This is an optimization exercise on Yosys and OpenROAD, whose aim is small area and a short achievable clock period, not a production implementation.
Where RTL was checked, it was by simulation tests only, not by an equivalence proof against the original.
No activity file was given, so power comes from the tool's default toggle rates.

==> flow/design.v <==
module dc_cond (
    input  wire [2:0]  phase,
    input  wire [15:0] win,
    input  wire [9:0]  cnt,
    input  wire [15:0] crc,
    input  wire        prev_e,
    output wire        wp, ws, pf, pl, in_hop,
    output wire        fl0, fl1,       
    output wire        pr0, pr1,       
    output wire        hc0, hc1,       
    output wire        nostart,        
    output wire        stuff_err,      
    output wire        noend,          
    output wire        take,           
    output wire        pf_end,         
    output wire        byte_end,       
    output wire        crc_ok,         
    output wire        cnt_en,         
    output wire [9:0]  cnt_inc,
    output wire [15:0] crc_s
);
    localparam [15:0] CRC_POLY     = 16'h8408;
    localparam [15:0] CRC_RESIDUAL = 16'hF0B8;
    assign wp     = (phase == 3'd2);
    assign ws     = (phase == 3'd3);
    assign pf     = (phase == 3'd4);
    assign pl     = (phase == 3'd5);
    assign in_hop = (phase == 3'd6);
    wire b         = win[8];
    wire stuff_due = &win[7:3];
    wire c7        = (cnt[2:0] == 3'd7);
    wire flag_w = (win[15:9] == 7'b1111110);
    wire pre_w  = (win[15:1] == 15'h5555) & (cnt >= 10'd15);
    wire hop_w  = (cnt >= 10'd5);
    assign fl0 = flag_w & prev_e;
    assign fl1 = flag_w & ~prev_e;
    assign pr0 = pre_w & prev_e;
    assign pr1 = pre_w & ~prev_e;
    assign hc0 = hop_w & (~prev_e == win[15]);
    assign hc1 = hop_w & (prev_e == win[15]);
    assign nostart   = ws & (cnt[3:0] == 4'd15);
    assign stuff_err = pl & stuff_due & b;
    assign take      = pl & ~stuff_due;
    assign noend     = take & (cnt == 10'd1020);
    assign pf_end    = pf & c7;
    assign byte_end  = take & c7;
    assign crc_s     = {1'b0, crc[15:1]} ^ ((b ^ crc[0]) ? CRC_POLY : 16'h0000);
    assign crc_ok    = stuff_due ? (crc == CRC_RESIDUAL) : (crc_s == CRC_RESIDUAL);
    assign cnt_en    = wp | ws | pf | take;
    assign cnt_inc   = cnt + 10'd1;
endmodule
module daisy_core (
    input  wire       clk,
    input  wire       rst,
    input  wire       op_valid,
    input  wire [3:0] op,
    output reg        cmd_ready,
    output reg        rx_active,
    output reg        hop_request,
    output reg        rdata_valid,
    output wire [7:0] rdata,
    output reg        radio_req,
    output wire       radio_channel,
    output reg        sink_byte_valid,
    output wire [7:0] sink_byte,
    output reg        sink_commit,
    output reg        sink_begin,
    output wire       sink_begin_chan
);
    localparam [2:0] PH_OFF      = 3'd0;
    localparam [2:0] PH_WAITPRE  = 3'd2;
    localparam [2:0] PH_WAITSTA  = 3'd3;
    localparam [2:0] PH_PREFETCH = 3'd4;
    localparam [2:0] PH_PAYLOAD  = 3'd5;
    localparam [2:0] PH_HOP      = 3'd6;
    localparam [2:0] ERR_NONE    = 3'd0;
    localparam [2:0] ERR_NOSTART = 3'd1;
    localparam [2:0] ERR_STUFF   = 3'd2;
    localparam [2:0] ERR_NOEND   = 3'd3;
    localparam [2:0] ERR_CRC     = 3'd4;
    reg [2:0]  phase;
    reg [15:0] win;
    reg [9:0]  cnt;
    reg [7:0]  acc;
    reg [15:0] crc;
    reg        prev_e;
    reg        chan;
    reg [2:0]  err;
    reg [5:0]  tag;
    reg [5:0]  rd;
    assign rdata           = {2'b00, rd};
    assign radio_channel   = chan;
    assign sink_begin_chan = chan;
    assign sink_byte       = acc;
    wire        wp, ws, pf, pl, in_hop, fl0, fl1, pr0, pr1, hc0, hc1;
    wire        nostart, stuff_err, noend, take, pf_end, byte_end, crc_ok, cnt_en;
    wire [9:0]  cnt_inc;
    wire [15:0] crc_s;
    dc_cond u_cond (
        .phase(phase), .win(win), .cnt(cnt), .crc(crc), .prev_e(prev_e),
        .wp(wp), .ws(ws), .pf(pf), .pl(pl), .in_hop(in_hop),
        .fl0(fl0), .fl1(fl1), .pr0(pr0), .pr1(pr1), .hc0(hc0), .hc1(hc1),
        .nostart(nostart), .stuff_err(stuff_err), .noend(noend), .take(take),
        .pf_end(pf_end), .byte_end(byte_end), .crc_ok(crc_ok), .cnt_en(cnt_en),
        .cnt_inc(cnt_inc), .crc_s(crc_s)
    );
    wire e      = op[0];
    wire is_bit = op_valid & (op[3:1] == 3'b000);
    wire done   = op_valid & (op == 4'h5) & ~cmd_ready;    
    wire task_  = op_valid & cmd_ready;
    wire start  = task_ & (op == 4'h2);
    wire stop   = task_ & (op == 4'h3);
    wire serv   = task_ & (op == 4'h4) & in_hop;
    wire read   = task_ & (op[3:2] == 2'b10);
    wire takeer = task_ & (op == 4'hB);
    wire radio  = op_valid & (op[3:1] == 3'b001 || op == 4'h4);    
    wire fl  = e ? fl1 : fl0;
    wire pr  = e ? pr1 : pr0;
    wire hc  = e ? hc1 : hc0;
    wire d   = ~(prev_e ^ e);
    wire rs  = (nostart & ~fl) | stuff_err | (pl & fl) | noend;    
    wire clr = rs | (wp & pr) | (ws & fl) | pf_end;               
    reg [2:0] bphase;
    reg [2:0] berr;
    always @* begin
        bphase = phase;
        if (wp & pr)        bphase = PH_WAITSTA;
        else if (wp & hc)   bphase = PH_HOP;
        if (ws & fl)        bphase = PH_PREFETCH;
        if (pf_end)         bphase = PH_PAYLOAD;
        if (rs)             bphase = PH_WAITPRE;
        berr = err;
        if (nostart & ~fl)  berr = ERR_NOSTART;
        if (stuff_err)      berr = ERR_STUFF;
        else if (pl & fl)   berr = crc_ok ? err : ERR_CRC;
        else if (noend)     berr = ERR_NOEND;
    end
    wire [2:0] phase_n = is_bit ? bphase : done ? PH_WAITPRE : stop ? PH_OFF : phase;
    wire       ready_n = done | (cmd_ready & ~(start | serv));
    always @(posedge clk) begin
        if (is_bit) begin
            win    <= {d, win[15:1]};
            prev_e <= e;
        end
        if (is_bit & take) acc <= {win[8], acc[7:1]};
        if (is_bit & (take | pf_end)) crc <= pf_end ? 16'hFFFF : crc_s;
        if ((is_bit & clr) | done)  cnt <= 10'd0;
        else if (is_bit & cnt_en)   cnt <= cnt_inc;
        case (op[1:0])
            2'b00:   rd <= {3'd0, phase};
            2'b01:   rd <= {5'd0, chan};
            2'b10:   rd <= tag;
            default: rd <= {3'd0, err};
        endcase
        if (rst) begin
            phase           <= PH_OFF;
            prev_e          <= 1'b0;
            chan            <= 1'b0;
            err             <= ERR_NONE;
            tag             <= 6'd0;
            cmd_ready       <= 1'b1;
            rx_active       <= 1'b0;
            hop_request     <= 1'b0;
            rdata_valid     <= 1'b0;
            radio_req       <= 1'b0;
            sink_byte_valid <= 1'b0;
            sink_commit     <= 1'b0;
            sink_begin      <= 1'b0;
        end else begin
            phase           <= phase_n;
            chan            <= chan ^ serv;
            if (is_bit)      err <= berr;
            else if (takeer) err <= ERR_NONE;
            if (is_bit & pf_end) tag <= {d, win[15:11]};
            cmd_ready       <= ready_n;
            rx_active       <= done | (rx_active & ~stop);
            hop_request     <= is_bit ? (cmd_ready & (in_hop | (wp & ~pr & hc)))
                                      : (hop_request & ~radio);
            rdata_valid     <= read;
            radio_req       <= start | serv;
            sink_byte_valid <= is_bit & byte_end;
            sink_commit     <= is_bit & ~stuff_err & pl & fl & crc_ok;
            sink_begin      <= (is_bit & rs) | done;
        end
    end
endmodule
clock: 3.5 ns
lec_check: 0
cap_margin: 20
core_margin: 2
core_utilization: 40
setup_slack_margin: 1.6
slew_margin: 20
standard.sh (not shown) runs the stock make flow with config.mk's settings and CLKGATE_MAP_FILE= SYNTH_SCRIPT=/design/flow/synth_recipe.tcl, a recipe that flattens the netlist after the stock synthesis.
==> flow/flow/run.sh <==
#!/bin/bash
# ORFS layout through the standard.sh, with these changes:
#  - synthesis may not use the slow many-input OR / NOR and 5-input AOI / OAI cells (added to the
#    platform's don't-use list);
#  - ports are buffered with buf_4 instead of the smallest buffer the resizer picks;
#  - timing repair may swap a cell for one with another footprint.
# Each tool's output goes to a log file of its own in this folder.
set -euo pipefail
BASE=$(make -s -C "$FLOW_HOME" DESIGN_CONFIG="$PWD/config.mk" WORK_HOME="$PWD/orfs" print-DONT_USE_CELLS 2>/dev/null \
       | sed -n 's/^DONT_USE_CELLS: //p' | tail -1)
SLOW=""
for c in or3_1 or3_2 or3_4 or3b_1 or3b_2 or3b_4 or4_1 or4_2 or4_4 or4b_1 or4b_2 or4b_4 \
         or4bb_1 or4bb_2 or4bb_4 a2111oi_0 a2111oi_1 a2111oi_2 a2111oi_4 a2111o_1 a2111o_2 a2111o_4 o2111ai_1 o2111ai_2 o2111ai_4 o2111a_1 o2111a_2 o2111a_4 nor4_1 nor4_2 nor4_4 nor4b_1 nor4b_2 nor4b_4 nor4bb_1 nor4bb_2 nor4bb_4; do
  SLOW="$SLOW sky130_fd_sc_hd__$c"
done
echo "DONT_USE_CELLS=$BASE $SLOW" > dont_use.log
bash standard.sh "DONT_USE_CELLS=$BASE $SLOW" synth > synth.log 2>&1
bash standard.sh "DONT_USE_CELLS=$BASE $SLOW" MATCH_CELL_FOOTPRINT=0 \
  "BUFFER_PORTS_ARGS=-buffer_cell sky130_fd_sc_hd__buf_4" finish > layout.log 2>&1
The first run went through all stages and came out clean.
Rerun with:
--- a/flow/design.v
+++ b/flow/design.v
@@ -3,8 +3,12 @@
     input  wire [15:0] win,
     input  wire [9:0]  cnt,
     input  wire [15:0] crc,
     input  wire        prev_e,
+    input  wire        flag_r,         
+    input  wire        stuff_r,        
+    output wire        flag_nx,        
+    output wire        stuff_nx,       
     output wire        wp, ws, pf, pl, in_hop,
     output wire        fl0, fl1,       
     output wire        pr0, pr1,       
     output wire        hc0, hc1,       
@@ -26,13 +30,15 @@
     assign pf     = (phase == 3'd4);
     assign pl     = (phase == 3'd5);
     assign in_hop = (phase == 3'd6);
     wire b         = win[8];
-    wire stuff_due = &win[7:3];
+    wire stuff_due = stuff_r;
     wire c7        = (cnt[2:0] == 3'd7);
-    wire flag_w = (win[15:9] == 7'b1111110);
-    wire pre_w  = (win[15:1] == 15'h5555) & (cnt >= 10'd15);
-    wire hop_w  = (cnt >= 10'd5);
+    wire flag_w = flag_r;
+    wire pre_w  = (win[15:1] == 15'h5555) & (cnt[4] | (cnt[3:0] == 4'd15));
+    wire hop_w  = cnt[4] | cnt[3] | (cnt[2] & (cnt[1] | cnt[0]));
+    assign flag_nx  = (win[15:10] == 6'b111110);
+    assign stuff_nx = &win[8:4];
     assign fl0 = flag_w & prev_e;
     assign fl1 = flag_w & ~prev_e;
     assign pr0 = pre_w & prev_e;
     assign pr1 = pre_w & ~prev_e;
@@ -40,9 +46,9 @@
     assign hc1 = hop_w & (prev_e == win[15]);
     assign nostart   = ws & (cnt[3:0] == 4'd15);
     assign stuff_err = pl & stuff_due & b;
     assign take      = pl & ~stuff_due;
-    assign noend     = take & (cnt == 10'd1020);
+    assign noend     = take & (&cnt[9:2]);
     assign pf_end    = pf & c7;
     assign byte_end  = take & c7;
     assign crc_s     = {1'b0, crc[15:1]} ^ ((b ^ crc[0]) ? CRC_POLY : 16'h0000);
     assign crc_ok    = stuff_due ? (crc == CRC_RESIDUAL) : (crc_s == CRC_RESIDUAL);
@@ -82,8 +88,9 @@
     reg [15:0] win;
     reg [9:0]  cnt;
     reg [7:0]  acc;
     reg [15:0] crc;
+    reg        flag_r, stuff_r;    
     reg        prev_e;
     reg        chan;
     reg [2:0]  err;
     reg [5:0]  tag;
@@ -95,10 +102,12 @@
     wire        wp, ws, pf, pl, in_hop, fl0, fl1, pr0, pr1, hc0, hc1;
     wire        nostart, stuff_err, noend, take, pf_end, byte_end, crc_ok, cnt_en;
     wire [9:0]  cnt_inc;
     wire [15:0] crc_s;
+    wire        flag_nx, stuff_nx;
     dc_cond u_cond (
         .phase(phase), .win(win), .cnt(cnt), .crc(crc), .prev_e(prev_e),
+        .flag_r(flag_r), .stuff_r(stuff_r), .flag_nx(flag_nx), .stuff_nx(stuff_nx),
         .wp(wp), .ws(ws), .pf(pf), .pl(pl), .in_hop(in_hop),
         .fl0(fl0), .fl1(fl1), .pr0(pr0), .pr1(pr1), .hc0(hc0), .hc1(hc1),
         .nostart(nostart), .stuff_err(stuff_err), .noend(noend), .take(take),
         .pf_end(pf_end), .byte_end(byte_end), .crc_ok(crc_ok), .cnt_en(cnt_en),
@@ -139,8 +148,10 @@
     wire       ready_n = done | (cmd_ready & ~(start | serv));
     always @(posedge clk) begin
         if (is_bit) begin
             win    <= {d, win[15:1]};
+            flag_r  <= d & flag_nx;
+            stuff_r <= stuff_nx;
             prev_e <= e;
         end
         if (is_bit & take) acc <= {win[8], acc[7:1]};
         if (is_bit & (take | pf_end)) crc <= pf_end ? 16'hFFFF : crc_s;
Design area is higher by about 6%; core utilization came out higher by 2.8 points; cell count grows by about 4%; routed wire length climbs by about 9%; sequential cell count goes up by 2; total power increases by about 7%; global-route usage came out higher by 1.2 points; area after synthesis hardly moves.
Only the layout flow was run in the second run of this note; the RTL was not checked for function there.

-- afterwards: timing with drivers on the ports --
The results above use ideal ports. As a check the final layouts listed here were re-extracted and re-timed, cells and wires unchanged. Step 1 (the two cells are an assumption about what drives the block):
set clk [get_ports {clk}]
set_driving_cell -lib_cell sky130_fd_sc_hd__clkbuf_16 $clk
set_driving_cell -lib_cell sky130_fd_sc_hd__buf_2 [delete_from_list [all_inputs] $clk]
Step 2 times the ports against the registers' clock, not the clock port: input delays grow and output delays shrink by t, the midpoint of the rising clock arrivals with the driver on. a / b / c = no drivers / after step 1 / after step 2; a / b = the first two.
run | shift t [ns] | slack for setup (ns) | hold WS [ns] | worst setup path at the end | clock arrival spread, ns
the first run | 0.371 | 1.598 / 1.598 / 1.248 | 0.453 / 0.453 / 0.453 | input to register | 0.012 / 0.012
the second run | 0.387 | 1.546 / 1.546 / 1.179 | 0.451 / 0.451 / 0.451 | input to register | 0.016 / 0.017
After both steps setup and hold are still met in every run listed. For the second run, which loses most, drivers alone change the setup slack by 0.000 ns; drivers and shift together by -0.367 ns.
